Background: an optimization exercise with open tools, aiming at small area. Do not read the settings as production practice. Only simulation tests tie the RTL to the original design; equivalence was not proved. Power figures rest on the tool's default switching activity, not on a simulated workload.

==> design.v <==
module ft300_core (
    input  wire         clk,
    input  wire         rst,
    input  wire [63:0]  time_now,
    input  wire         cmd_valid,
    output wire         cmd_ready,
    input  wire [7:0]   cmd_word,
    input  wire         rx_valid,
    input  wire         rx_timeout,
    output wire         rx_ready,
    input  wire [7:0]   rx_data,
    output reg          rsp_valid,
    output reg  [2:0]   rsp_op,
    output reg  [3:0]   rsp_status,
    output wire [107:0] rsp_sample,
    output wire [63:0]  rsp_freq
);
    localparam [2:0] S_IDLE = 3'd0, S_DISC = 3'd1, S_CAPT = 3'd2,
                     S_READY = 3'd3, S_READING = 3'd4, S_STOP = 3'd5;
    localparam [2:0] D_IDLE = 3'd0, D_EPASS = 3'd1, D_WAITS = 3'd2, D_E = 3'd3,
                     D_LOAD = 3'd4, D_STEP = 3'd5, D_ROUND = 3'd6, D_DONE = 3'd7;
    integer k;
    reg  [2:0] ph8;
    reg  [2:0] p5;
    wire ph8_0 = (ph8 == 3'd0);
    wire ph8_7 = (ph8 == 3'd7);
    wire p5_0  = (p5 == 3'd0);
    wire p5_4  = (p5 == 3'd4);
    always @(posedge clk) begin
        if (rst) begin
            ph8 <= 3'd0;
            p5  <= 3'd0;
        end else begin
            ph8 <= ph8 + 3'd1;
            p5  <= p5_4 ? 3'd0 : p5 + 3'd1;
        end
    end
    reg [2:0] sess;
    reg       busy;           
    reg [5:0] ctr;            
    wire [4:0] cnt = ctr[4:0];
    reg       prev20;
    reg       calm;           
    reg       zref_zero;      
    reg       wclr;           
    reg       freq_en;        
    reg       jclr, jload;
    reg       copy_run, clr_run;
    reg [2:0] dstate;
    wire [5:0] step = ctr;
    wire       rmode = (dstate == D_LOAD) || (dstate == D_STEP);   
    wire [7:0] rin;
    wire inflight = (sess == S_DISC) || (sess == S_CAPT) || (sess == S_READING);
    wire ev_cycle = !busy && ph8_7;
    assign cmd_ready = ev_cycle && !inflight;
    assign rx_ready  = ev_cycle && inflight;
    wire cmd_fire  = cmd_valid && cmd_ready;
    wire to_fire   = rx_ready && rx_timeout;
    wire byte_fire = rx_ready && rx_valid && !rx_timeout;
    wire [2:0] c_op  = cmd_word[2:0];
    wire       c_cal = cmd_word[3];
    wire       c_bad = (cmd_word[7:4] != 4'd0) || (c_op > 3'd4) || (c_cal && (c_op != 3'd1));
    wire [5:0] ctr1  = ctr + 6'd1;
    wire [4:0] cnt1  = cnt[4] ? cnt : ctr1[4:0];
    wire       match = (cnt != 5'd0) && prev20 && (rx_data == 8'h4E);
    wire       frame = (cnt[4] || cnt == 5'd15);
    wire       ins   = byte_fire && !match;
    reg [7:0] w [0:14];
    reg       win_shift, win_pass, ptype_dec;
    wire [3:0] pb = ctr[3:0];
    wire      chain = win_shift | win_pass;
    wire [6:0] t   = {pb, ph8};
    wire [2:0] fld = pb[3:1];
    wire [3:0] j   = {pb[0], ph8};
    wire       end_pass = win_pass && (pb == 4'd14) && ph8_7;
    wire       wdata;
    always @(posedge clk) begin
        for (k = 0; k < 15; k = k + 1)
            w[k][6:0] <= w[k][7:1];
        for (k = 0; k < 13; k = k + 1)
            w[k][7] <= chain ? w[k+1][0] : w[k][0];
        w[13][7] <= win_pass ? wdata : (chain ? w[14][0] : w[13][0]);
        w[14][7] <= chain ? w[0][0] : w[14][0];
        if (ins)
            w[14] <= rx_data;
        if (rmode) begin
            w[11] <= w[12];
            w[12] <= tt[5];
        end
    end
    reg [7:0] zz [0:11];
    wire      zchain = win_pass && ptype_dec && (t < 7'd96);
    wire      zwe, zwd;
    always @(posedge clk) begin
        for (k = 0; k < 12; k = k + 1)
            zz[k][5:0] <= zz[k][6:1];
        for (k = 0; k < 11; k = k + 1)
            zz[k][6] <= zz[k][7];
        zz[11][6] <= zwe ? zwd : zz[11][7];
        for (k = 0; k < 11; k = k + 1)
            zz[k][7] <= zchain ? zz[k+1][0] : zz[k][0];
        zz[11][7] <= zchain ? zz[0][0] : zz[11][0];
    end
    wire s   = w[14][0];         
    wire u   = w[1][0];          
    wire zen = !(calm || zref_zero);
    wire zA  = zz[0][0]  & zen;  
    wire zB  = zz[11][7] & zen;  
    wire j0  = (j == 4'd0);
    wire j1  = (j == 4'd1);
    wire j15 = (j == 4'd15);
    wire kj  = (j == 4'd2);      
    reg  bF;
    wire fbin = j0 ? 1'b0 : bF;
    wire fo   = s ^ zA ^ fbin;
    wire fbo  = (~s & (zA | fbin)) | (zA & fbin);
    wire fsg  = s ^ zA ^ fbo;
    reg  [2:0] sg;
    reg        ca1, rl, tie;
    reg  [2:0] acc, r5;
    wire a1    = j0 ? ~u : (u ^ kj ^ ca1);
    wire c1o   = j0 ? u : ((u & kj) | (u & ca1) | (kj & ca1));
    wire a16   = u & ~ca1;
    reg  [2:0] wgt;
    always @(*) begin
        case (j[1:0])
            2'd1: wgt = 3'd1;
            2'd2: wgt = 3'd2;
            2'd3: wgt = 3'd4;
            default: wgt = 3'd3;
        endcase
    end
    wire [3:0] asum = {1'b0, acc} + (a1 ? {1'b0, wgt} : 4'd0) + ((j15 && a16) ? 4'd2 : 4'd0);
    reg  [2:0] accn;
    always @(*) begin
        case (asum)
            4'd0, 4'd5, 4'd10: accn = 3'd0;
            4'd1, 4'd6, 4'd11: accn = 3'd1;
            4'd2, 4'd7, 4'd12: accn = 3'd2;
            4'd3, 4'd8, 4'd13: accn = 3'd3;
            default:           accn = 3'd4;
        endcase
    end
    reg  ca2, bg, by, bq, ym1, ym2;
    wire a2   = j0 ? ~s : (s ^ kj ^ ca2);
    wire c2o  = j0 ? s : ((s & kj) | (s & ca2) | (kj & ca2));
    wire r5b  = (j == 4'd1) ? r5[0] : (j == 4'd2) ? r5[1] : (j == 4'd3) ? r5[2] : 1'b0;
    wire bgi  = j1 ? 1'b0 : bg;
    wire g    = a2 ^ r5b ^ bgi;
    wire bgo  = (~a2 & (r5b | bgi)) | (r5b & bgi);
    wire ym2v = (j1 || kj) ? 1'b0 : ym2;
    wire byi  = j1 ? 1'b0 : by;
    wire y    = g ^ ym2v ^ byi;
    wire byo  = (~g & (ym2v | byi)) | (ym2v & byi);
    wire bqi  = j1 ? 1'b0 : bq;
    wire q    = y ^ zB ^ bqi;
    wire bqo  = (~y & (zB | bqi)) | (zB & bqi);
    wire qo   = j1 ? (q & ~tie) : q;
    reg  dly;
    wire force_f = (fld < 3'd3);
    wire sgsel   = (fld == 3'd3) ? sg[0] : (fld == 3'd4) ? sg[1] : sg[2];
    assign wdata = !ptype_dec ? 1'b0 :
                   force_f    ? fo :
                   (fld < 3'd6) ? (j0 ? sgsel : qo) : 1'b0;
    assign zwe = win_pass && ptype_dec && calm && (t != 7'd0) && (t <= 7'd96);
    assign zwd = (force_f || j0) ? dly : qo;
    always @(posedge clk) begin
        bF  <= fbo;
        ca1 <= c1o;
        ca2 <= c2o;
        bg  <= bgo;
        by  <= byo;
        bq  <= bqo;
        ym1 <= y;
        ym2 <= ym1;
        dly <= force_f ? s : qo;
        acc <= j0 ? 3'd0 : accn;
        if (j0)
            rl <= u;
        if (j15 && (fld == 3'd2 || fld == 3'd3 || fld == 3'd4)) begin
            r5  <= accn;
            tie <= rl && (accn == 3'd0);
        end
        if (j15 && fld == 3'd0) sg[0] <= fsg;
        if (j15 && fld == 3'd1) sg[1] <= fsg;
        if (j15 && fld == 3'd2) sg[2] <= fsg;
    end
    reg  [15:0] crc;
    reg         crc_ok;
    wire [15:0] ccur = (t == 7'd0) ? 16'h4498 : crc;
    wire        cfb  = ccur[0] ^ s;
    always @(posedge clk) begin
        if (t < 7'd96)
            crc <= {1'b0, ccur[15:1]} ^ (cfb ? 16'hA001 : 16'h0000);
        else
            crc <= {1'b0, crc[15:1]};
        if (t == 7'd96)
            crc_ok <= (crc[0] == s);
        else if (t < 7'd112)
            crc_ok <= crc_ok & (crc[0] == s);
    end
    reg  [7:0] tt [0:7];
    reg  [7:0] ss [0:7];
    wire       tload  = ev_cycle;
    wire       tshort = (dstate == D_E) || (dstate == D_LOAD) || (dstate == D_STEP) || (dstate == D_ROUND);
    wire       epass  = (dstate == D_EPASS);
    reg        eb, ezero, big;
    wire [8:0] ed = {1'b0, tt[0]} - {1'b0, ss[0]} - {8'd0, ph8_0 ? 1'b0 : eb};
    always @(posedge clk) begin
        for (k = 0; k < 7; k = k + 1) begin
            tt[k] <= tt[k+1];
            ss[k] <= ss[k+1];
        end
        tt[7] <= rmode ? rin : epass ? ed[7:0] : tt[0];
        ss[7] <= copy_run ? tt[0] : ss[0];
        if (tshort)
            tt[4] <= tt[0];
        if (tload)
            for (k = 0; k < 8; k = k + 1)
                tt[k] <= time_now[8*k +: 8];
    end
    reg [7:0] xx [0:3];      
    reg [7:0] qq [0:4];
    reg        cx, xmax, xeq;
    reg  [7:0] kd, xmd;
    always @(*) begin
        case (p5)
            3'd1: begin kd = 8'h24; xmd = 8'hDC; end
            3'd2: begin kd = 8'hF4; xmd = 8'h0B; end
            3'd3: begin kd = 8'h00; xmd = 8'h23; end
            3'd4: begin kd = 8'h00; xmd = 8'hF4; end
            default: begin kd = 8'h00; xmd = 8'h00; end
        endcase
    end
    wire [7:0] xa   = p5_0 ? 8'd0 : xx[0];
    wire [8:0] xs   = {1'b0, xa} + {1'b0, kd} + {8'd0, p5_0 ? 1'b0 : cx};
    wire [7:0] xnew = xmax ? 8'h00 : xs[7:0];
    wire       xeqn = (p5_0 ? 1'b1 : xeq) & (xnew == xmd);
    reg        sR, cR, rsh, qsh, dnext, rnz;
    wire       rsi  = p5_0 ? dnext : rsh;
    wire [7:0] ra   = {w[11][6:0], rsi};
    wire [7:0] rb   = tt[0] ^ {8{~sR}};
    wire       rci  = p5_0 ? ~sR : cR;
    wire [8:0] rsum = {1'b0, ra} + {1'b0, rb} + {8'd0, rci};
    assign     rin  = (dstate == D_LOAD) ? 8'd0 : rsum[7:0];
    wire       qsi  = p5_0 ? ((step == 6'd0) ? 1'b0 : ~sR) : qsh;
    reg        cq;
    wire       ru = ~sR & (rnz | qq[0][0]);
    wire [8:0] qi = {1'b0, qq[0]} + {8'd0, p5_0 ? ru : cq};
    reg  [7:0] qin;
    always @(*) begin
        if (clr_run)
            qin = 8'd0;
        else case (dstate)
            D_LOAD:  qin = ezero ? qq[0] : big ? 8'd0 : xnew;
            D_STEP:  qin = {qq[0][6:0], qsi};
            D_ROUND: qin = qi[7:0];
            default: qin = qq[0];
        endcase
    end
    always @(posedge clk) begin
        for (k = 0; k < 4; k = k + 1)
            qq[k] <= qq[k+1];
        for (k = 0; k < 3; k = k + 1)
            xx[k] <= xx[k+1];
        xx[3] <= (dstate == D_LOAD && !p5_0) ? xnew : clr_run ? 8'd0 : xx[0];
        qq[4] <= qin;
        eb  <= ed[8];
        cx  <= xs[8];
        xeq <= xeqn;
        cR  <= rsum[8];
        rsh <= w[11][7];
        qsh <= qq[0][7];
        cq  <= qi[8];
        if (epass) begin
            ezero <= (ph8_0 ? 1'b1 : ezero) & (ed[7:0] == 8'd0);
            big   <= (ph8_0 ? 1'b0 : big) |
                     ((ph8 == 3'd4) ? (|ed[7:5]) : (ph8 > 3'd4) ? (|ed[7:0]) : 1'b0);
        end
        if (dstate == D_LOAD) begin
            sR <= 1'b0;
            if (p5_4) begin
                dnext <= xnew[7];
                xmax  <= xeqn;
            end
        end
        if (dstate == D_STEP && p5_4) begin
            sR    <= rsum[7];
            dnext <= qq[0][6];
        end
        if (dstate == D_STEP && step == 6'd36)
            rnz <= (p5_0 ? 1'b0 : rnz) | (|rsum[7:0]);
        if (clr_run)
            xmax <= 1'b0;
    end
    wire [119:0] wv;
    wire [39:0]  qv;
    genvar gi, gb;
    generate
        for (gi = 0; gi < 15; gi = gi + 1) begin : g_wv
            assign wv[8*gi +: 8] = w[gi];
        end
        for (gi = 0; gi < 5; gi = gi + 1) begin : g_qv
            assign qv[8*gi +: 8] = qq[gi];
        end
        for (gi = 0; gi < 3; gi = gi + 1) begin : g_force
            for (gb = 0; gb < 16; gb = gb + 1) begin : g_b
                assign rsp_sample[18*gi + gb] = wv[(112 + 16*gi + gb) % 120];
            end
            assign rsp_sample[18*gi + 16] = wv[(112 + 48 + 16*gi) % 120];
            assign rsp_sample[18*gi + 17] = wv[(112 + 48 + 16*gi) % 120];
        end
        for (gi = 3; gi < 6; gi = gi + 1) begin : g_torque
            for (gb = 0; gb < 14; gb = gb + 1) begin : g_b
                assign rsp_sample[18*gi + gb] = wv[(112 + 16*gi + gb + 1) % 120];
            end
            for (gb = 14; gb < 18; gb = gb + 1) begin : g_s
                assign rsp_sample[18*gi + gb] = wv[(112 + 16*gi + 14) % 120];
            end
        end
    endgenerate
    assign rsp_freq = {28'd0, qv[35:0] & {36{freq_en}}};
    wire div_busy  = (dstate == D_LOAD) || (dstate == D_STEP) || (dstate == D_ROUND);
    wire start_dec = byte_fire && match && frame && (sess != S_DISC);
    wire start_clr = (cmd_fire && !wclr && !(c_op == 3'd0 && !c_bad) && !(c_op == 3'd1 && !c_bad && c_cal && sess == S_IDLE) &&
                      !(c_op == 3'd2 && !c_bad && sess == S_READY)) ||
                     (byte_fire && match && !frame && (sess != S_DISC)) ||
                     (to_fire && !wclr && (sess != S_DISC));
    wire resp_now  = busy && !win_pass && !copy_run &&
                     !jclr && !clr_run && !jload && !div_busy && ph8_7 && p5_4;
    always @(posedge clk) begin
        rsp_valid <= 1'b0;
        if (rst) begin
            sess       <= S_IDLE;
            busy       <= 1'b0;
            ctr        <= {1'b0, 5'd0};
            wclr       <= 1'b0;
            freq_en    <= 1'b0;
            jclr       <= 1'b0;
            jload      <= 1'b0;
            copy_run   <= 1'b0;
            clr_run    <= 1'b0;
            dstate     <= D_IDLE;
            ctr       <= 6'd0;
            win_shift  <= 1'b0;
            win_pass   <= 1'b0;
            ptype_dec  <= 1'b0;
            ctr         <= {2'b0, 4'd0};
        end else begin
            if (cmd_fire) begin
                freq_en <= 1'b0;
                rsp_op  <= c_op;
                if (c_bad) begin
                    rsp_status <= 4'hB;
                    busy       <= 1'b1;
                end else begin
                    case (c_op)
                        3'd1: begin
                            if (sess != S_IDLE) begin
                                rsp_status <= 4'hA;
                                busy       <= 1'b1;
                                        end else if (c_cal) begin
                                sess <= S_DISC;
                                ctr  <= {1'b0, 5'd0};
                            end else begin
                                zref_zero  <= 1'b1;
                                copy_run   <= 1'b1;
                                jclr       <= 1'b1;
                                sess       <= S_READY;
                                rsp_status <= 4'h0;
                                busy       <= 1'b1;
                                        end
                        end
                        3'd2: begin
                            if (sess == S_READY) begin
                                sess <= S_READING;
                                ctr  <= {1'b0, 5'd0};
                            end else begin
                                rsp_status <= 4'h8;
                                busy       <= 1'b1;
                                        end
                        end
                        3'd3: begin
                            if (sess == S_READY)
                                sess <= S_STOP;
                            rsp_status <= 4'h0;
                            busy       <= 1'b1;
                                end
                        3'd4: begin
                            if (sess == S_READY) begin
                                copy_run   <= 1'b1;
                                jclr       <= 1'b1;
                                rsp_status <= 4'h0;
                            end else begin
                                rsp_status <= 4'h8;
                            end
                            busy  <= 1'b1;
                        end
                        default: ;
                    endcase
                end
            end
            if (byte_fire) begin
                if (match) begin
                    ctr <= {1'b0, 5'd0};
                    if (sess == S_DISC) begin
                        sess <= S_CAPT;
                    end else begin
                        busy    <= 1'b1;
                        freq_en <= 1'b0;
                        rsp_op  <= (sess == S_CAPT) ? 3'd1 : 3'd2;
                        calm    <= (sess == S_CAPT);
                        if (frame) begin
                            if (sess == S_CAPT) begin
                                copy_run <= 1'b1;
                                jclr  <= 1'b1;
                            end else begin
                                dstate <= D_EPASS;
                                sess   <= S_READY;
                            end
                        end else begin
                            rsp_status <= 4'h6;
                            sess       <= (sess == S_CAPT) ? S_IDLE : S_READY;
                        end
                    end
                end else begin
                    ctr    <= {1'b0, cnt1};
                    prev20 <= (rx_data == 8'h20);
                    wclr   <= 1'b0;
                end
            end
            if (to_fire) begin
                ctr <= {1'b0, 5'd0};
                if (sess == S_DISC) begin
                    sess <= S_CAPT;
                end else begin
                    busy       <= 1'b1;
                    freq_en    <= 1'b0;
                    rsp_op     <= (sess == S_CAPT) ? 3'd1 : 3'd2;
                    rsp_status <= 4'h5;
                    sess       <= (sess == S_CAPT) ? S_IDLE : S_READY;
                end
            end
            if (ins)
                win_shift <= 1'b1;
            else if (ph8_7)
                win_shift <= 1'b0;
            if (start_dec || start_clr) begin
                win_pass  <= 1'b1;
                ctr        <= {2'b0, 4'd0};
                ptype_dec <= start_dec;
                wclr      <= 1'b0;
            end else if (win_pass && ph8_7) begin
                if (pb == 4'd14) begin
                    if (ptype_dec && !crc_ok) begin
                        ctr        <= {2'b0, 4'd0};
                        ptype_dec <= 1'b0;
                    end else begin
                        win_pass <= 1'b0;
                    end
                end else begin
                    ctr <= ctr1;
                end
            end
            if (end_pass && ptype_dec) begin
                if (crc_ok) begin
                    rsp_status <= 4'h0;
                    if (calm) begin
                        sess      <= S_READY;
                        zref_zero <= 1'b0;
                    end else begin
                        jload   <= 1'b1;
                        freq_en <= 1'b1;
                    end
                end else begin
                    rsp_status <= 4'h4;
                    if (calm)
                        sess <= S_IDLE;
                end
            end
            if (end_pass && !ptype_dec)
                wclr <= 1'b1;
            if (copy_run && ph8_7)
                copy_run <= 1'b0;
            if (jclr && p5_4) begin
                jclr    <= 1'b0;
                clr_run <= 1'b1;
            end else if (p5_4) begin
                clr_run <= 1'b0;
            end
            case (dstate)
                D_EPASS: if (ph8_7) dstate <= D_WAITS;
                D_WAITS: if (ph8_7 && p5_4) dstate <= D_E;
                D_E: if (jload && p5_4 && ph8[1:0] == 2'd2) begin
                    jload  <= 1'b0;
                    dstate <= D_LOAD;
                end
                D_LOAD: if (p5_4) begin
                    dstate <= (ezero || big) ? D_DONE : D_STEP;
                    ctr   <= 6'd0;
                end
                D_STEP: if (p5_4) begin
                    ctr <= ctr1;
                    if (step == 6'd36)
                        dstate <= D_ROUND;
                end
                D_ROUND: if (p5_4) dstate <= D_DONE;
                default: ;
            endcase
            if (resp_now) begin
                rsp_valid <= 1'b1;
                busy      <= 1'b0;
                dstate    <= D_IDLE;
            end
        end
    end
endmodule
==> flow/run.sh <==
#!/bin/bash
# The standard ORFS flow with a few layout choices changed:
#  - after the standard synthesis, the logic between the flip-flops is
#    re-mapped by ABC for area (flow/resyn.ys); the flip-flops themselves are
#    kept as the standard synthesis made them;
#  - the port buffers use the smallest buffer cell;
#  - clock tree synthesis uses clkbuf_8 with small clusters and no dummy loads.
# Each tool's output goes to a log file of its own in this folder.
set -euo pipefail
export BUFFER_PORTS_ARGS="-buffer_cell sky130_fd_sc_hd__buf_1"
export CTS_ARGS="-sink_clustering_enable -repair_clock_nets -dont_use_dummy_load -buf_list sky130_fd_sc_hd__clkbuf_4 -sink_clustering_size 12 -sink_clustering_max_diameter 35"
R=orfs/results/$FLOW_PLATFORM/ft300_core/base
LIB=$FLOW_HOME/platforms/$FLOW_PLATFORM/lib/sky130_fd_sc_hd__tt_025C_1v80.lib
YOSYS=$FLOW_HOME/../tools/install/yosys/bin/yosys
bash standard.sh synth > synth.log 2>&1
cp $R/1_2_yosys.v $R/1_2_yosys_standard.v
sed -e "s#@LIB@#$LIB#g" -e "s#@IN@#$R/1_2_yosys_standard.v#" -e "s#@OUT@#$R/1_2_yosys.v#" \
    -e "s#@TOP@#$FLOW_TOP#" flow/resyn.ys > resyn_run.ys
$YOSYS -s resyn_run.ys > resyn.log 2>&1
rm -f $R/1_synth.odb $R/1_synth.sdc
bash standard.sh > flow.log 2>&1
==> flow/resyn.ys <==
# Re-map the combinational logic of the standard synthesis for area.
# The flip-flops are kept as they are (same instances, names and cells):
# they are black boxes here, and only the gates between them are re-mapped.
read_liberty -ignore_miss_func @LIB@
blackbox sky130_fd_sc_hd__dfxtp_1 sky130_fd_sc_hd__edfxtp_1
read_verilog @IN@
hierarchy -top @TOP@
flatten
opt_clean -purge
techmap
opt -fast
abc -liberty @LIB@ -dont_use sky130_fd_sc_hd__probe_p_8 -dont_use sky130_fd_sc_hd__probec_p_8 -dont_use sky130_fd_sc_hd__lpflow_bleeder_1 -dont_use sky130_fd_sc_hd__lpflow_clkbufkapwr_1 -dont_use sky130_fd_sc_hd__lpflow_clkbufkapwr_16 -dont_use sky130_fd_sc_hd__lpflow_clkbufkapwr_2 -dont_use sky130_fd_sc_hd__lpflow_clkbufkapwr_4 -dont_use sky130_fd_sc_hd__lpflow_clkbufkapwr_8 -dont_use sky130_fd_sc_hd__lpflow_clkinvkapwr_1 -dont_use sky130_fd_sc_hd__lpflow_clkinvkapwr_16 -dont_use sky130_fd_sc_hd__lpflow_clkinvkapwr_2 -dont_use sky130_fd_sc_hd__lpflow_clkinvkapwr_4 -dont_use sky130_fd_sc_hd__lpflow_clkinvkapwr_8 -dont_use sky130_fd_sc_hd__lpflow_decapkapwr_12 -dont_use sky130_fd_sc_hd__lpflow_decapkapwr_3 -dont_use sky130_fd_sc_hd__lpflow_decapkapwr_4 -dont_use sky130_fd_sc_hd__lpflow_decapkapwr_6 -dont_use sky130_fd_sc_hd__lpflow_decapkapwr_8 -dont_use sky130_fd_sc_hd__lpflow_inputiso0n_1 -dont_use sky130_fd_sc_hd__lpflow_inputiso0p_1 -dont_use sky130_fd_sc_hd__lpflow_inputiso1n_1 -dont_use sky130_fd_sc_hd__lpflow_inputiso1p_1 -dont_use sky130_fd_sc_hd__lpflow_inputisolatch_1 -dont_use sky130_fd_sc_hd__lpflow_isobufsrc_1 -dont_use sky130_fd_sc_hd__lpflow_isobufsrc_16 -dont_use sky130_fd_sc_hd__lpflow_isobufsrc_2 -dont_use sky130_fd_sc_hd__lpflow_isobufsrc_4 -dont_use sky130_fd_sc_hd__lpflow_isobufsrc_8 -dont_use sky130_fd_sc_hd__lpflow_isobufsrckapwr_16 -dont_use sky130_fd_sc_hd__lpflow_lsbuf_lh_hl_isowell_tap_1 -dont_use sky130_fd_sc_hd__lpflow_lsbuf_lh_hl_isowell_tap_2 -dont_use sky130_fd_sc_hd__lpflow_lsbuf_lh_hl_isowell_tap_4 -dont_use sky130_fd_sc_hd__lpflow_lsbuf_lh_isowell_4 -dont_use sky130_fd_sc_hd__lpflow_lsbuf_lh_isowell_tap_1 -dont_use sky130_fd_sc_hd__lpflow_lsbuf_lh_isowell_tap_2 -dont_use sky130_fd_sc_hd__lpflow_lsbuf_lh_isowell_tap_4 
opt_clean -purge
setundef -zero
splitnets
opt_clean -purge
hilomap -singleton -hicell sky130_fd_sc_hd__conb_1 HI -locell sky130_fd_sc_hd__conb_1 LO
insbuf -buf sky130_fd_sc_hd__buf_1 A X
opt_clean -purge
stat -liberty @LIB@
write_verilog -noattr -nohex -nodec @OUT@
==> standard.sh <==
#!/bin/bash
# synth_recipe.tcl (not shown) runs the flow's synth.tcl, then flattens the netlist and writes it again
# the make line also repeats each setting of config.mk as NAME=value (left out here)
make -C /OpenROAD-flow-scripts/flow DESIGN_CONFIG=/design/flow/config.mk WORK_HOME=/design/flow/orfs CLKGATE_MAP_FILE= SYNTH_SCRIPT=/design/flow/synth_recipe.tcl "${@:-finish}"
==> config.mk <==
export PLATFORM = sky130hd
export DESIGN_NAME = ft300_core
export DESIGN_NICKNAME = ft300_core
export VERILOG_FILES = /design/flow/design.v
export SDC_FILE = /design/flow/constraint.sdc
export NUM_CORES = 4
export LEC_CHECK = 0
export CAP_MARGIN = 20
export CORE_MARGIN = 2
export CORE_UTILIZATION = 65
export PLACE_DENSITY = 0.75
export SLEW_MARGIN = 20
==> constraint.sdc <==
create_clock -name core_clock -period 20.0 [get_ports {clk}]
set_input_delay 4.0000 -clock core_clock [delete_from_list [all_inputs] [get_ports {clk}]]
set_output_delay 4.0000 -clock core_clock [all_outputs]
set_load 0.01 [all_outputs]
==> results of run 1 <==
[per-stage QoR]
stage	worst slack [ps]	instances	hold slack, ps
6_report	13480	2235	248
5_1_grt	13360	2235	220
4_1_cts	13490	2233	236
3_5_place_dp	13580	2174	312
3_3_place_gp	13620	2174	310
2_1_floorplan	13800	1686	310
[state kept, by name, indices dropped and copies added, names as in the netlist, 3 cells and up]
signal,cells
w,120
zz,96
ss,64
tt,64
qq,40
xx,32
crc,16
ctr,6
rsp_status,4
acc,3
dstate,3
p5,3
ph8,3
r5,3
rsp_op,3
sess,3
sg,3
[area by class of cell]
| class | count | area, µm² | share of cell area |
|---|---|---|---|
| repair buffers | 245 | 946 | 0.0518 |
| clock buffers | 59 | 443 | 0.0243 |
| inverters | 29 | 109 | 0.00596 |
| diodes | 2 | 5.00 | 0.000274 |
| well taps | 330 | 413 | 0.0226 |
| flip-flops and latches | 505 | 10300 | 0.567 |
| multi-input cells | 1065 | 5990 | 0.328 |
[power groups by stage]
stage	sequential, mW	combinational [mW]	clock [mW]
6_report	1.09	0.180	0.429
5_1_grt	1.10	0.201	0.483
4_1_cts	1.09	0.178	0.441
3_5_place_dp	1.11	0.177	0
3_3_place_gp	1.11	0.170	0
2_1_floorplan	1.10	0.139	0
[path summary, 6_finish.rpt]
check                startpoint                end  slack (ps)
max reg2reg   ph8[1]$_SDFF_PP0_  ctr[5]$_SDFF_PP0_       16110
min reg2reg    ss[2][6]$_DFF_P_   ss[1][6]$_DFF_P_         250
min            ss[2][6]$_DFF_P_   ss[1][6]$_DFF_P_         250
max          sess[0]$_SDFF_PP0_           rx_ready       13480
[worst max-delay path: cells and delay by family, from the launching register on]
family / cells / cell delay (ps)
AND/OR/NAND/NOR: 3 / 1230
flip-flops: 1 / 480
buffers and inverters: 1 / 170
[routing by layer]
| metal | share of wire | wire [µm] |
|---|---|---|
| met1 | 0.45 | 16600 |
| met2 | 0.45 | 16400 |
| met3 | 0.072 | 2650 |
| met4 | 0.033 | 1200 |
| met5 | 0 | 0 |
==> flow_summary.json, run 1 <==
{
  "intPower_mw": 1.28,
  "path_cells": "nor3b_1 > nor3_1 > nor2_1 > buf_1",
  "start_util": 0.662,
  "status": "finished clean",
  "fin_crit_sh": 0.326,
  "rows": 58,
  "final_cell_mix": "dfxtp_1 (481), nand2_1 (323), buf_1 (238), nor2_1 (110), a21oi_1 (75)",
  "htree_levels": 2,
  "drive_gt1_frac": 0.0368,
  "grt_usage": 0.269,
  "clkTransAtPathRegs_ps": 110,
  "antenna_left": 0,
  "numCtsBuffers": 59,
  "floorplan.die_area_um2": 26900,
  "placed_area_um2": 17800,
  "clockBufferDepth": 3,
  "clkPwrFrac": 0.252,
  "dieWidth_um": 164,
  "powerDensity_nw_per_um2": 93.1,
  "ios": 267,
  "coreArea_um2": 25200,
  "antenna_found_initial": 2,
  "dpl.hpwl_um": 26100,
  "worstSetupPathType": "reg2out",
  "startpoint_type": "flip-flop",
  "drtIter0Drc": 893,
  "grt.busiest_layer": "met2",
  "setup_violations": 0,
  "grt_use_met3": 0.0465,
  "min_path_cells": 0,
  "cts_tree": "built",
  "slowest_delay_ps": 760,
  "rsz0062_at_grt": "no",
  "ctsHoldBuffers": 0,
  "period_minus_slack_ps": 6520,
  "wire_per_inst_um": 16.5,
  "port_buffers": 238,
  "yosysWarnings": 7,
  "vdd_ir_drop_max_uv": 87.5,
  "swShare": 0.250,
  "maxCapViolCount": 0,
  "die_height_um": 164,
  "reg2reg_depth": 9,
  "drv_slew": 0,
  "syn_area_um2": 16700,
  "num_vias": 12231,
  "worst_pin_slew_ps": 922,
  "drt_pass1_iterations": 5,
  "hold_viol_final": 0,
  "post-cts-setup-buffers": 0,
  "final_util": 0.725,
  "pwr-share-comb": 0.106,
  "fmax_mhz": 153,
  "finalSetupTns_ps": 0,
  "grtUsageMet1": 0.370,
  "n_fill_cell": 1927,
  "place.gp.congestion": 0.897,
  "clock_latency_ps": 760,
  "viasPerCell": 5.47,
  "root_buffer": "clkbuf_4",
  "drt-total-wl_um": 36800,
  "grtUsageMet2": 0.425,
  "power_mw": 1.70,
  "cts-resized-gates": 0,
  "required_ps": 16000,
  "arrival_ps": 2520,
  "design_area_um2": 18300,
  "gr-total-overflow": 0,
  "slew_headroom": 0.385,
  "post-route-drc-count": 0,
  "crit_fanout": 9,
  "crit_slowest_cell": "nor3b_1",
  "end_kind": "output port",
  "grt_pass1_wl_um": 58000,
  "grt_max_degree": 76,
  "syn_inst": 1659,
  "leakagePower_nw": 7.31,
  "finClkSkew_ps": 150,
  "seq_power_share": 0.642,
  "clkSinkCount": 505,
  "nets": 1990,
  "worstHoldPathType": "reg2reg",
  "grt_pass1_vias": 11625,
  "p_switching_mw": 0.424,
  "area_growth_syn_to_layout_pct": 9.54,
  "syn_area_per_cell_um2": 10.0,
  "final_common_cell": "dfxtp_1"
}
==> run 2, diff against run 1 <==
--- a/flow/run.sh
+++ b/flow/run.sh
@@ -9,5 +9,5 @@
 set -euo pipefail
 export BUFFER_PORTS_ARGS="-buffer_cell sky130_fd_sc_hd__buf_1"
-export CTS_ARGS="-sink_clustering_enable -repair_clock_nets -dont_use_dummy_load -buf_list sky130_fd_sc_hd__clkbuf_4 -sink_clustering_size 12 -sink_clustering_max_diameter 35"
+export CTS_ARGS="-sink_clustering_enable -repair_clock_nets -dont_use_dummy_load -buf_list sky130_fd_sc_hd__clkbuf_8 -sink_clustering_size 18 -sink_clustering_max_diameter 45"
 R=orfs/results/$FLOW_PLATFORM/ft300_core/base
 LIB=$FLOW_HOME/platforms/$FLOW_PLATFORM/lib/sky130_fd_sc_hd__tt_025C_1v80.lib
==> run 2 against run 1 <==
Combinational power barely moved. Routed wire length down 0.68%. Largest cell class unchanged. Die area stayed put. Sequential share of layout area is 0.41 points lower. Via count down 0.84%.
==> flow_summary.json, run 2 <==
{
  "ios": 267,
  "viasPerCell": 5.47,
  "drv_slew": 0,
  "area_growth_syn_to_layout_pct": 10.3,
  "dieWidth_um": 164,
  "crit_slowest_cell": "nor3b_1",
  "fin_crit_sh": 0.319,
  "nets": 1973,
  "syn_inst": 1659,
  "post-cts-setup-buffers": 0,
  "worstHoldPathType": "reg2reg",
  "holdWs_ps": 261,
  "slew_headroom": 0.398,
  "floorplan.die_area_um2": 26900,
  "path_cells": "nor3b_1 > nor3_1 > nor2_1 > buf_1",
  "clock_latency_ps": 580,
  "status": "finished clean",
  "ctsHoldBuffers": 0,
  "vdd_ir_drop_max_uv": 77.3,
  "post-route-drc-count": 0,
  "htree_levels": 2,
  "finalSetupTns_ps": 0,
  "area.sequential_um2": 10300,
  "die_height_um": 164,
  "drtIter0Drc": 793,
  "num_vias": 12128,
  "fmax_mhz": 157,
  "wire_per_inst_um": 16.5,
  "dpl.hpwl_um": 26100,
  "grt_pass1_vias": 11471,
  "numCtsBuffers": 42,
  "cp_top_family": "simple AND/OR/NAND/NOR gates",
  "drive_gt1_frac": 0.0281,
  "yosysWarnings": 7,
  "grt_usage": 0.266,
  "antenna_left": 0,
  "cts_tree": "built",
  "worstSetupPathType": "reg2out",
  "leakagePower_nw": 7.34,
  "gr-total-overflow": 0,
  "end_kind": "output port",
  "final_common_cell": "dfxtp_1",
  "multi_input_area_um2": 5990,
  "cts-resized-gates": 0,
  "coreArea_um2": 25200,
  "crit_fanout": 9,
  "arrival_ps": 2370,
  "final_cell_mix": "dfxtp_1 (481), nand2_1 (323), buf_1 (238), nor2_1 (110), a21oi_1 (75)",
  "grt_pass1_wl_um": 57400,
  "largest_reg_flops": 120,
  "top_regs": "w: 120 flops, zz: 96 flops",
  "startpoint_type": "flip-flop",
  "syn_area_per_cell_um2": 10.0,
  "n_fill_cell": 1903,
  "root_buffer": "clkbuf_8",
  "setup_violations": 0,
  "powerDensity_nw_per_um2": 95.4,
  "place.gp.congestion": 0.897,
  "slowest_delay_ps": 740,
  "clkTransAtPathRegs_ps": 100,
  "finClkSkew_ps": 76.7,
  "worst_pin_slew_ps": 901,
  "grt_max_degree": 76,
  "maxCapViolCount": 0,
  "start_util": 0.662,
  "port_buffers": 238,
  "antenna_found_initial": 1,
  "rows": 58,
  "rsz0062_at_grt": "no",
  "top_register": "w",
  "hold_viol_final": 0,
  "clkSinkCount": 505,
  "required_ps": 16000,
  "drt-total-wl_um": 36600,
  "drt_pass1_iterations": 6,
  "clockBufferDepth": 3,
  "syn_area_um2": 16700,
  "cp.buffers_inverters": 1,
  "period_minus_slack_ps": 6370
}
run 2: cell types whose count changed in the layout (fill, tap and decap cells not counted), sizes merged:
cell    previous run  this run
clkbuf            59        42
diode              2         1
run 2: metal layers:
metal	up-vias	GRT usage	share of wire
met2	469	0.419	0.44
met3	84	0.0455	0.071
li1	5977	-	-
met4	0	0.0973	0.031
met1	5598	0.371	0.45
met5	-	0	0
run 2: through the flow:
stage          area, µm²  total power [mW]  utilization  worst slack (ps)  std cells
2_1_floorplan      16800              1.24            -             13800       1686
3_3_place_gp       17800              1.28        0.707             13620       2174
3_5_place_dp       17800              1.29        0.707             13580       2174
4_1_cts            18400              1.76        0.730             13650       2216
5_1_grt            18400              1.83        0.730             13510       2217
6_report           18400              1.75        0.730             13630       2217
run 2: worst paths after layout:
kind                       end               start  cells after the start  slack, ps
max                   rx_ready  sess[0]$_SDFF_PP0_                      4      13630
min           zz[9][1]$_DFF_P_    zz[9][2]$_DFF_P_                      0        260
max reg2reg  ctr[5]$_SDFF_PP0_   ph8[1]$_SDFF_PP0_                      9      16180
min reg2reg   zz[9][1]$_DFF_P_    zz[9][2]$_DFF_P_                      0        260
run 2: worst register-to-register path: stages (launching register included):
cell       delay (ps)
dfxtp_1           610
and4b_2           350
buf_4             590
o311ai_0          360
or4b_1            710
nand2b_1          280
o2bb2ai_1         220
and2_0            210
a31oi_1           220
nor4_1             90
run 2: power by group:
part           switching (mW)  leakage [nW]  internal (mW)  total [mW]
clock network           0.295         0.302          0.188       0.483
logic                   0.104          2.91         0.0768       0.181
registers              0.0268          4.13           1.06        1.09
run 2: area by class of cell:
type | count | area share
inverter | 29 | 0.00592
sequential | 505 | 0.563
clock buffer | 42 | 0.0314
tap | 330 | 0.0225
multi-input combinational | 1065 | 0.326
timing repair buffer | 245 | 0.0514
antenna | 1 | 0.000136
==> run 3, diff against run 2 <==
--- a/design.v
+++ b/design.v
@@ -62,5 +62,4 @@
     wire       c_bad = (cmd_word[7:4] != 4'd0) || (c_op > 3'd4) || (c_cal && (c_op != 3'd1));
     wire [5:0] ctr1  = ctr + 6'd1;
-    wire [4:0] cnt1  = cnt[4] ? cnt : ctr1[4:0];
     wire       match = (cnt != 5'd0) && prev20 && (rx_data == 8'h4E);
     wire       frame = (cnt[4] || cnt == 5'd15);
@@ -329,4 +328,15 @@
     wire resp_now  = busy && !win_pass && !copy_run &&
                      !jclr && !clr_run && !jload && !div_busy && ph8_7 && p5_4;
+    wire ctr_clr = rst || start_clr || (byte_fire && match) || to_fire ||
+                   (cmd_fire && !c_bad && ((c_op == 3'd1 && c_cal && sess == S_IDLE) ||
+                                           (c_op == 3'd2 && sess == S_READY))) ||
+                   (win_pass && ph8_7 && pb == 4'd14) || (dstate == D_LOAD && p5_4);
+    wire ctr_inc = (ins && !cnt[4]) || (win_pass && ph8_7) || (dstate == D_STEP && p5_4);
+    always @(posedge clk) begin
+        if (ctr_clr)
+            ctr <= 6'd0;
+        else if (ctr_inc)
+            ctr <= ctr1;
+    end
     always @(posedge clk) begin
         rsp_valid <= 1'b0;
@@ -334,5 +344,4 @@
             sess       <= S_IDLE;
             busy       <= 1'b0;
-            ctr        <= {1'b0, 5'd0};
             wclr       <= 1'b0;
             freq_en    <= 1'b0;
@@ -342,9 +351,7 @@
             clr_run    <= 1'b0;
             dstate     <= D_IDLE;
-            ctr       <= 6'd0;
             win_shift  <= 1'b0;
             win_pass   <= 1'b0;
             ptype_dec  <= 1'b0;
-            ctr         <= {2'b0, 4'd0};
         end else begin
             if (cmd_fire) begin
@@ -362,5 +369,4 @@
                                         end else if (c_cal) begin
                                 sess <= S_DISC;
-                                ctr  <= {1'b0, 5'd0};
                             end else begin
                                 zref_zero  <= 1'b1;
@@ -375,5 +381,4 @@
                             if (sess == S_READY) begin
                                 sess <= S_READING;
-                                ctr  <= {1'b0, 5'd0};
                             end else begin
                                 rsp_status <= 4'h8;
@@ -403,5 +408,4 @@
             if (byte_fire) begin
                 if (match) begin
-                    ctr <= {1'b0, 5'd0};
                     if (sess == S_DISC) begin
                         sess <= S_CAPT;
@@ -425,5 +429,4 @@
                     end
                 end else begin
-                    ctr    <= {1'b0, cnt1};
                     prev20 <= (rx_data == 8'h20);
                     wclr   <= 1'b0;
@@ -431,5 +434,4 @@
             end
             if (to_fire) begin
-                ctr <= {1'b0, 5'd0};
                 if (sess == S_DISC) begin
                     sess <= S_CAPT;
@@ -448,5 +450,4 @@
             if (start_dec || start_clr) begin
                 win_pass  <= 1'b1;
-                ctr        <= {2'b0, 4'd0};
                 ptype_dec <= start_dec;
                 wclr      <= 1'b0;
@@ -454,5 +455,4 @@
                 if (pb == 4'd14) begin
                     if (ptype_dec && !crc_ok) begin
-                        ctr        <= {2'b0, 4'd0};
                         ptype_dec <= 1'b0;
                     end else begin
@@ -460,5 +460,4 @@
                     end
                 end else begin
-                    ctr <= ctr1;
                 end
             end
@@ -498,8 +497,6 @@
                 D_LOAD: if (p5_4) begin
                     dstate <= (ezero || big) ? D_DONE : D_STEP;
-                    ctr   <= 6'd0;
                 end
                 D_STEP: if (p5_4) begin
-                    ctr <= ctr1;
                     if (step == 6'd36)
                         dstate <= D_ROUND;
--- a/flow/run.sh
+++ b/flow/run.sh
@@ -9,5 +9,5 @@
 set -euo pipefail
 export BUFFER_PORTS_ARGS="-buffer_cell sky130_fd_sc_hd__buf_1"
-export CTS_ARGS="-sink_clustering_enable -repair_clock_nets -dont_use_dummy_load -buf_list sky130_fd_sc_hd__clkbuf_8 -sink_clustering_size 18 -sink_clustering_max_diameter 45"
+export CTS_ARGS="-sink_clustering_enable -repair_clock_nets -dont_use_dummy_load -buf_list sky130_fd_sc_hd__clkbuf_4 -sink_clustering_size 10 -sink_clustering_max_diameter 30"
 R=orfs/results/$FLOW_PLATFORM/ft300_core/base
 LIB=$FLOW_HOME/platforms/$FLOW_PLATFORM/lib/sky130_fd_sc_hd__tt_025C_1v80.lib
==> run 3 against run 2 <==
Still clean on timing, DRC and antenna. Die area shrank 2.0%. Critical path depth rose by 1. Worst setup slack got worse by 86 ps. Largest cell class unchanged. Highest routed layer is now met5. Area after synthesis is 2.1% lower. Combinational power up 11%. Clock skew grew 35 ps. Register-to-register slack got worse by 100 ps.
==> flow_summary.json, run 3 <==
{
  "path_cells": "and3_1 > nand2b_2 > buf_4 > nor2_1 > buf_1",
  "finalSetupTns_ps": 0,
  "hold_viol_final": 0,
  "finClkSkew_ps": 111,
  "setup_violations": 0,
  "start_util": 0.667,
  "rows": 57,
  "drtIter0Drc": 1103,
  "drt-total-wl_um": 34600,
  "crit_slowest_cell": "dfxtp_1",
  "maxCapViolCount": 0,
  "ios": 267,
  "cts-resized-gates": 0,
  "clkTransAtPathRegs_ps": 100,
  "antenna_left": 0,
  "vdd_ir_drop_max_uv": 64.9,
  "syn_area_per_cell_um2": 10.3,
  "startpoint_type": "flip-flop",
  "arrival_ps": 2460,
  "period_minus_slack_ps": 6460,
  "place.gp.congestion": 0.917,
  "status": "finished clean",
  "leakagePower_nw": 7.16,
  "syn_inst": 1589,
  "dieWidth_um": 162,
  "clock_latency_ps": 710,
  "numCtsBuffers": 80,
  "fin_ws_ps": 13540,
  "yosysWarnings": 7,
  "end_kind": "output port",
  "crit_fanout": 56,
  "antenna_found_initial": 2,
  "drv_slew": 0,
  "ctsHoldBuffers": 0,
  "final_common_cell": "dfxtp_1",
  "floorplan.die_area_um2": 26400,
  "dpl.hpwl_um": 24700,
  "dpl_worst_slack_ps": 13720,
  "viasPerCell": 5.41,
  "root_buffer": "clkbuf_4",
  "power_mw": 1.80,
  "holdWs_ps": 301,
  "gr-total-overflow": 0,
  "grt_pass1_wl_um": 54500,
  "htree_levels": 3,
  "worstHoldPathType": "reg2reg",
  "syn_area_um2": 16300,
  "grt_usage": 0.258,
  "slew_headroom": 0.303,
  "die_height_um": 162,
  "wire_per_inst_um": 15.9,
  "port_buffers": 238,
  "worstSetupPathType": "reg2out",
  "cp_top_family": "simple AND/OR/NAND/NOR gates",
  "rsz0062_at_grt": "no",
  "slowest_delay_ps": 640,
  "top_regs": "w: 120 flops, zz: 96 flops",
  "clkSinkCount": 505,
  "grt_pass1_vias": 11347,
  "area_growth_syn_to_layout_pct": 10.7,
  "drive_gt1_frac": 0.0486,
  "drt_pass1_iterations": 6,
  "required_ps": 16000,
  "post-cts-setup-buffers": 0,
  "post-route-drc-count": 0,
  "fin_crit_sh": 0.323,
  "instances_no_fill": 2180,
  "cp.buffers_inverters": 2,
  "grt_max_degree": 76,
  "worst_pin_slew_ps": 1040,
  "top_register": "w",
  "fmax_mhz": 155,
  "clockBufferDepth": 3,
  "coreArea_um2": 24500,
  "placed_cells": 2097,
  "final_cell_mix": "dfxtp_1 (481), nand2_1 (299), buf_1 (238), nor2_1 (114), clkbuf_4 (80)",
  "num_vias": 11788,
  "largest_reg_flops": 120,
  "powerDensity_nw_per_um2": 99.5,
  "nets": 1940,
  "cts_tree": "built"
}
## run 3: cell type report
type | count | area, µm²
Multi-Input combinational cell | 1002 | 5670
Timing Repair Buffer | 244 | 938
Inverter | 22 | 82.6
Antenna cell | 3 | 7.51
Clock buffer | 80 | 601
Sequential cell | 505 | 10300
Tap cell | 324 | 405
Fill cell | 1823 | 6410
## run 3: worst paths after layout
kind,startpoint,to,slack [ps],cells after the start
worst max-delay path,ph8[0]$_SDFF_PP0_,rx_ready,13540,5
worst min-delay path,w[8][7]$_DFF_P_,w[8][6]$_DFF_P_,300,0
worst max register to register,ph8[1]$_SDFF_PP0_,tie$_DFFE_PP_,16080,10
worst min register to register,w[8][7]$_DFF_P_,w[8][6]$_DFF_P_,300,0
## run 3: worst reg2reg max path, stage by stage, from the launching register on
cell and delay [ps]:
dfxtp_1 590, nor4b_1 700, xnor2_1 210, nor3b_1 420
o31ai_1 180, maj3_1 450, maj3_1 400, nand2_1 100
nor2_1 50, a211o_1 310, and4_1 210
## run 3: metrics by stage
| step | util | cell area, µm² |
|---|---|---|
| global placement | 0.713 | 17400 |
| global route | 0.738 | 18100 |
| CTS | 0.738 | 18000 |
| detailed placement | 0.713 | 17400 |
| finish | 0.738 | 18100 |
| floorplan | - | 16400 |
## run 3: metal layers
layer	track usage	vias to the layer above	wire (µm)
li1	-	5831	-
met2	0.425	480	16200
met3	0.0593	76	2440
met4	0.0949	2	776
met1	0.336	5399	15200
met5	0	-	14
## run 3: power breakdown
group	switching (mW)	internal [mW]
sequential	0.0367	1.08
combinational	0.115	0.0856
clock	0.298	0.184
total	0.450	1.35
==> run 4, diff against run 3 <==
--- a/flow/run.sh
+++ b/flow/run.sh
@@ -5,5 +5,5 @@
 #    kept as the standard synthesis made them;
 #  - the port buffers use the smallest buffer cell;
-#  - clock tree synthesis uses clkbuf_8 with small clusters and no dummy loads.
+#  - clock tree synthesis uses clkbuf_4 with small clusters and no dummy loads.
 # Each tool's output goes to a log file of its own in this folder.
 set -euo pipefail
==> run 4 against run 3 <==
Count of clock-buffer cells in the layout is the same. Sequential share of layout area stayed put. Global-route usage unchanged. Fmax unchanged. Sequential power hardly changed. Critical path depth unchanged. Via count is the same. First-iteration DRC count unchanged. Hold slack is the same. Highest routed layer unchanged. Routed wire length did not move.
==> flow_summary.json, run 4 <==
{
  "clock_latency_ps": 710,
  "drv_slew": 0,
  "worstHoldPathType": "reg2reg",
  "top_regs": "w: 120 flops, zz: 96 flops",
  "syn_area_um2": 16300,
  "viasPerCell": 5.41,
  "status": "finished clean",
  "crit_slowest_cell": "dfxtp_1",
  "worstSetupPathType": "reg2out",
  "clkPwrFrac": 0.268,
  "wire_per_inst_um": 15.9,
  "n_fill_cell": 1823,
  "floorplan.die_area_um2": 26400,
  "final_cell_mix": "dfxtp_1 (481), nand2_1 (299), buf_1 (238), nor2_1 (114), clkbuf_4 (80)",
  "start_util": 0.667,
  "grt_pass1_vias": 11347,
  "multi_input_area_um2": 5670,
  "clkTransAtPathRegs_ps": 100,
  "swShare": 0.251,
  "area_growth_syn_to_layout_pct": 10.7,
  "coreArea_um2": 24500,
  "finClkSkew_ps": 111,
  "fmax_mhz": 155,
  "die_height_um": 162,
  "clockBufferDepth": 3,
  "post-route-drc-count": 0,
  "intPower_mw": 1.35,
  "p_switching_mw": 0.450,
  "place.gp.congestion": 0.917,
  "hold_viol_final": 0,
  "num_vias": 11788,
  "rows": 57,
  "syn_area_per_cell_um2": 10.3,
  "largest_reg_flops": 120,
  "drtIter0Drc": 1103,
  "gr-total-overflow": 0,
  "crit_fanout": 56,
  "final_common_cell": "dfxtp_1",
  "maxCapViolCount": 0,
  "root_buffer": "clkbuf_4",
  "final_util": 0.738,
  "path_cells": "and3_1 > nand2b_2 > buf_4 > nor2_1 > buf_1",
  "arrival_ps": 2460,
  "antenna_found_initial": 2,
  "yosysWarnings": 7,
  "antenna_left": 0,
  "slowest_delay_ps": 640,
  "nets": 1940,
  "htree_levels": 3,
  "drt_pass1_iterations": 6,
  "ctsHoldBuffers": 0,
  "worst_pin_slew_ps": 1040,
  "dieWidth_um": 162,
  "area.sequential_um2": 10300,
  "setup_violations": 0,
  "leakagePower_nw": 7.16,
  "port_buffers": 238,
  "clkSinkCount": 505,
  "ios": 267,
  "pwr-share-comb": 0.112,
  "finalSetupTns_ps": 0,
  "syn_inst": 1589,
  "top_register": "w",
  "cts_tree": "built",
  "powerDensity_nw_per_um2": 99.5,
  "vdd_ir_drop_max_uv": 64.9,
  "slew_headroom": 0.303,
  "grt_usage": 0.258,
  "startpoint_type": "flip-flop",
  "cts-resized-gates": 0,
  "grt_max_degree": 76,
  "grt_pass1_wl_um": 54500,
  "numCtsBuffers": 80,
  "rsz0062_at_grt": "no",
  "period_minus_slack_ps": 6460,
  "drive_gt1_frac": 0.0486,
  "end_kind": "output port",
  "ff2ff_setup_slack_ps": 16080,
  "required_ps": 16000,
  "fin_crit_sh": 0.323,
  "dpl.hpwl_um": 24700,
  "drt-total-wl_um": 34600,
  "post-cts-setup-buffers": 0,
  "seq_power_share": 0.620
}
[run 4: power groups by stage]
stage / clock network [mW] / logic, mW / registers, mW
final: 0.482 / 0.201 / 1.11
after global routing: 0.540 / 0.227 / 1.12
after CTS: 0.498 / 0.200 / 1.11
after detailed placement: 0 / 0.199 / 1.14
after global placement: 0 / 0.191 / 1.13
after floorplan: 0 / 0.158 / 1.12
[run 4: final timing paths]
check / from / depth (start not counted) / end
hold reg to reg: w[8][7]$_DFF_P_ / 0 / w[8][6]$_DFF_P_
setup / recovery: ph8[0]$_SDFF_PP0_ / 5 / rx_ready
hold / removal: w[8][7]$_DFF_P_ / 0 / w[8][6]$_DFF_P_
setup reg to reg: ph8[1]$_SDFF_PP0_ / 10 / tie$_DFFE_PP_
[run 4: through the flow]
| step | worst slack (ps) | std cells | cell area [µm²] | hold slack, ps | power, mW |
|---|---|---|---|---|---|
| finish | 13540 | 2180 | 18100 | 301 | 1.80 |
| global route | 13340 | 2180 | 18100 | 286 | 1.89 |
| CTS | 13480 | 2177 | 18000 | 280 | 1.81 |
| detailed placement | 13720 | 2097 | 17400 | 312 | 1.34 |
| global placement | 13790 | 2097 | 17400 | 309 | 1.33 |
| floorplan | 12620 | 1616 | 16400 | 310 | 1.28 |
[run 4: critical path: cells and delay by family, from the launching register on]
kind          cells  cell delay [ps]
simple gates      3              700
flops             1              640
buf+inv           2              470
[run 4: layer usage]
layer	track usage	wire, µm	up-vias
li1	-	-	5831
met1	0.336	15200	5399
met2	0.425	16200	480
met3	0.0593	2440	76
met4	0.0949	776	2
met5	0	14	-
[run 4: layout make-up]
class,count,area share
diodes,3,0.000416
clock buffers,80,0.0333
inverters,22,0.00457
multi-input cells,1002,0.314
flip-flops and latches,505,0.573
well taps,324,0.0225
repair buffers,244,0.0520
==> run 5, diff against run 4 <==
--- a/flow/run.sh
+++ b/flow/run.sh
@@ -9,5 +9,5 @@
 set -euo pipefail
 export BUFFER_PORTS_ARGS="-buffer_cell sky130_fd_sc_hd__buf_1"
-export CTS_ARGS="-sink_clustering_enable -repair_clock_nets -dont_use_dummy_load -buf_list sky130_fd_sc_hd__clkbuf_4 -sink_clustering_size 10 -sink_clustering_max_diameter 30"
+export CTS_ARGS="-sink_clustering_enable -repair_clock_nets -dont_use_dummy_load -buf_list sky130_fd_sc_hd__clkbuf_4 -sink_clustering_size 14 -sink_clustering_max_diameter 30"
 R=orfs/results/$FLOW_PLATFORM/ft300_core/base
 LIB=$FLOW_HOME/platforms/$FLOW_PLATFORM/lib/sky130_fd_sc_hd__tt_025C_1v80.lib
==> run 5 against run 4 <==
Still clean. Count of clock-buffer cells in the layout fell by 5. Critical path depth unchanged. Largest power group unchanged. Critical path type unchanged. Synthesized cell count unchanged. First-iteration DRC count rose by 1.3%. Routed wire length about the same. Register-to-register slack improved by 90 ps. Via count fell by 0.39%. Clock power fell by 2%. Die area unchanged. Sequential share of layout area rose by 0.12 points. Combinational power is essentially flat.
==> flow_summary.json, run 5 <==
{
  "drt-total-wl_um": 34600,
  "grt_pass1_vias": 11256,
  "slowest_delay_ps": 640,
  "drv_slew": 0,
  "path_cells": "and3_1 > nand2b_2 > buf_4 > nor2_1 > buf_1",
  "clock_latency_ps": 730,
  "ios": 267,
  "grt_max_degree": 76,
  "clkTransAtPathRegs_ps": 120,
  "top_regs": "w: 120 flops, zz: 96 flops",
  "root_buffer": "clkbuf_4",
  "cts_tree": "built",
  "seq_power_share": 0.624,
  "die_height_um": 162,
  "finalSetupTns_ps": 0,
  "reg2reg_from": "ph8[1]$_SDFF_PP0_",
  "wl_met3_um": 2350,
  "gr-total-overflow": 0,
  "instances_no_fill": 2175,
  "dieWidth_um": 162,
  "start_util": 0.667,
  "finClkSkew_ps": 118,
  "num_vias": 11742,
  "crit_fanout": 56,
  "worstHoldPathType": "reg2reg",
  "fmax_mhz": 154,
  "design_area_um2": 18000,
  "numCtsBuffers": 75,
  "grt_pass1_wl_um": 54500,
  "post-cts-setup-buffers": 0,
  "r2r-end": "tie$_DFFE_PP_",
  "post-route-drc-count": 0,
  "status": "finished clean",
  "clkPwrFrac": 0.263,
  "maxCapViolCount": 0,
  "min_delay_worst_endpoint": "ss[6][4]$_DFF_P_",
  "wl_met2_um": 16100,
  "largest_reg_flops": 120,
  "setup_violations": 0,
  "rows": 57,
  "clkSinkCount": 505,
  "leakagePower_nw": 7.13,
  "vdd_ir_drop_max_uv": 68.7,
  "placed_cells": 2097,
  "slew_headroom": 0.310,
  "powerDensity_nw_per_um2": 99.1,
  "multi_input_area_um2": 5670,
  "swShare": 0.252,
  "drive_gt1_frac": 0.0460,
  "final_common_cell": "dfxtp_1",
  "syn_inst": 1589,
  "arrival_ps": 2510,
  "ctsHoldBuffers": 0,
  "min_path_cells": 0,
  "drt_pass1_iterations": 5,
  "viasPerCell": 5.40,
  "placed_area_um2": 17400,
  "yosysWarnings": 7,
  "syn_area_per_cell_um2": 10.3,
  "maxUsedRoutingLayer": "met5",
  "n_fill_cell": 1826,
  "area.sequential_um2": 10300,
  "pwr-share-comb": 0.112,
  "top_register": "w",
  "coreArea_um2": 24500,
  "crit_slowest_cell": "dfxtp_1",
  "hold_viol_final": 0,
  "floorplan.die_area_um2": 26400,
  "cts-resized-gates": 0,
  "reg2reg_depth": 10,
  "syn_area_um2": 16300,
  "port_buffers": 238,
  "grt_usage": 0.260,
  "final_cell_mix": "dfxtp_1 (481), nand2_1 (299), buf_1 (238), nor2_1 (114), clkbuf_4 (75)",
  "cp.buffers_inverters": 2,
  "end_kind": "output port",
  "worst_pin_slew_ps": 1030,
  "fin_crit_sh": 0.326,
  "nets": 1935,
  "wire_per_inst_um": 15.9,
  "htree_levels": 3,
  "antenna_found_initial": 2,
  "crit_start": "ph8[0]$_SDFF_PP0_",
  "rsz0062_at_grt": "no",
  "period_minus_slack_ps": 6510,
  "area_growth_syn_to_layout_pct": 10.5,
  "ff2ff_setup_slack_ps": 16170,
  "cp_top_family": "simple AND/OR/NAND/NOR gates",
  "p_switching_mw": 0.450,
  "drt-met1-wl_um": 15300,
  "required_ps": 16000,
  "startpoint_type": "flip-flop",
  "min-delay-start": "ss[7][4]$_DFF_P_",
  "place.gp.congestion": 0.917,
  "drtIter0Drc": 1117,
  "intPower_mw": 1.34,
  "antenna_left": 0,
  "worstSetupPathType": "reg2out",
  "dpl.hpwl_um": 24700,
  "clockBufferDepth": 3,
  "final_util": 0.737
}
run 5: worst register-to-register path, delay by kind of cell, from the launching register on:
family                   cells  cell delay (ps)
AO/OA/AOI/OAI                2              490
XOR/XNOR                     1              210
flip-flops                   1              600
AND/OR/NAND/NOR              5             1440
adder cells (fa/ha/maj)      2              860
run 5: power by group through the flow:
stage	sequential, mW	combinational [mW]	clock, mW
2_1_floorplan	1.12	0.158	0
3_3_place_gp	1.13	0.191	0
3_5_place_dp	1.14	0.199	0
4_1_cts	1.11	0.200	0.487
5_1_grt	1.12	0.227	0.527
6_report	1.11	0.201	0.470
run 5: cell type report:
class,count,share of cell area
flip-flops and latches,505,0.574
multi-input cells,1002,0.315
repair buffers,244,0.0521
clock buffers,75,0.0312
well taps,324,0.0225
inverters,22,0.00458
diodes,3,0.000417
run 5: worst max path at each step:
stage | endpoint | depth (start not counted)
6_report | rx_ready | 5
5_1_grt | rx_ready | 5
4_1_cts | rx_ready | 5
3_5_place_dp | ctr[4]$_SDFFE_PP0P_ | 10
3_3_place_gp | dstate[1]$_SDFF_PP0_ | 9
2_1_floorplan | cmd_ready | 3
run 5: per-layer routing:
metal  GRT usage  up-vias
li1            -     5820
met1       0.338     5379
met2       0.424      457
met3      0.0621       84
met4      0.0957        2
met5           0        -
run 5: metrics by stage:
step | hold WS (ps) | power (mW) | setup WS (ps)
CTS | 260 | 1.80 | 13430
global placement | 309 | 1.33 | 13790
detailed placement | 312 | 1.34 | 13720
finish | 259 | 1.79 | 13490
global route | 255 | 1.87 | 13270
floorplan | 310 | 1.28 | 12620

-- afterwards: timing with drivers on the ports --
The flow's constraints put no driver on any port. The routed layouts listed below were extracted and timed again, unchanged, in two steps. Step 1, drivers: a clkbuf_16 drives clk and a buf_2 each remaining input, both assumed. Step 2 adds t to the input delays and takes it off the output delays; t is the mean of the earliest and latest rising clock arrival at the registers after step 1. Input paths then give back, and output paths get back, about the clock's delay inside the block. Slacks: ideal ports / drivers / drivers and shift; pairs: ideal ports / drivers.
run | t, ns | setup slack, ns | hold slack, ns | worst data-port slew with drivers (ns) | pins driven straight from the clock port
run 1 | 0.731 | 13.476 / 13.429 / 13.497 | 0.248 / 0.248 / 0.248 | 0.09 | 1
run 2 | 0.595 | 13.628 / 13.581 / 13.493 | 0.261 / 0.261 / 0.261 | 0.09 | 1
run 3 | 0.709 | 13.542 / 13.491 / 13.648 | 0.301 / 0.301 / 0.301 | 0.08 | 1
run 4 | 0.709 | 13.542 / 13.491 / 13.648 | 0.301 / 0.301 / 0.301 | 0.08 | 1
run 5 | 0.723 | 13.489 / 13.439 / 13.629 | 0.259 / 0.259 / 0.259 | 0.08 | 1
After both steps setup and hold are still met in every run listed. For run 2, which loses most, drivers alone change the setup slack by -0.047 ns; drivers and shift together by -0.135 ns.
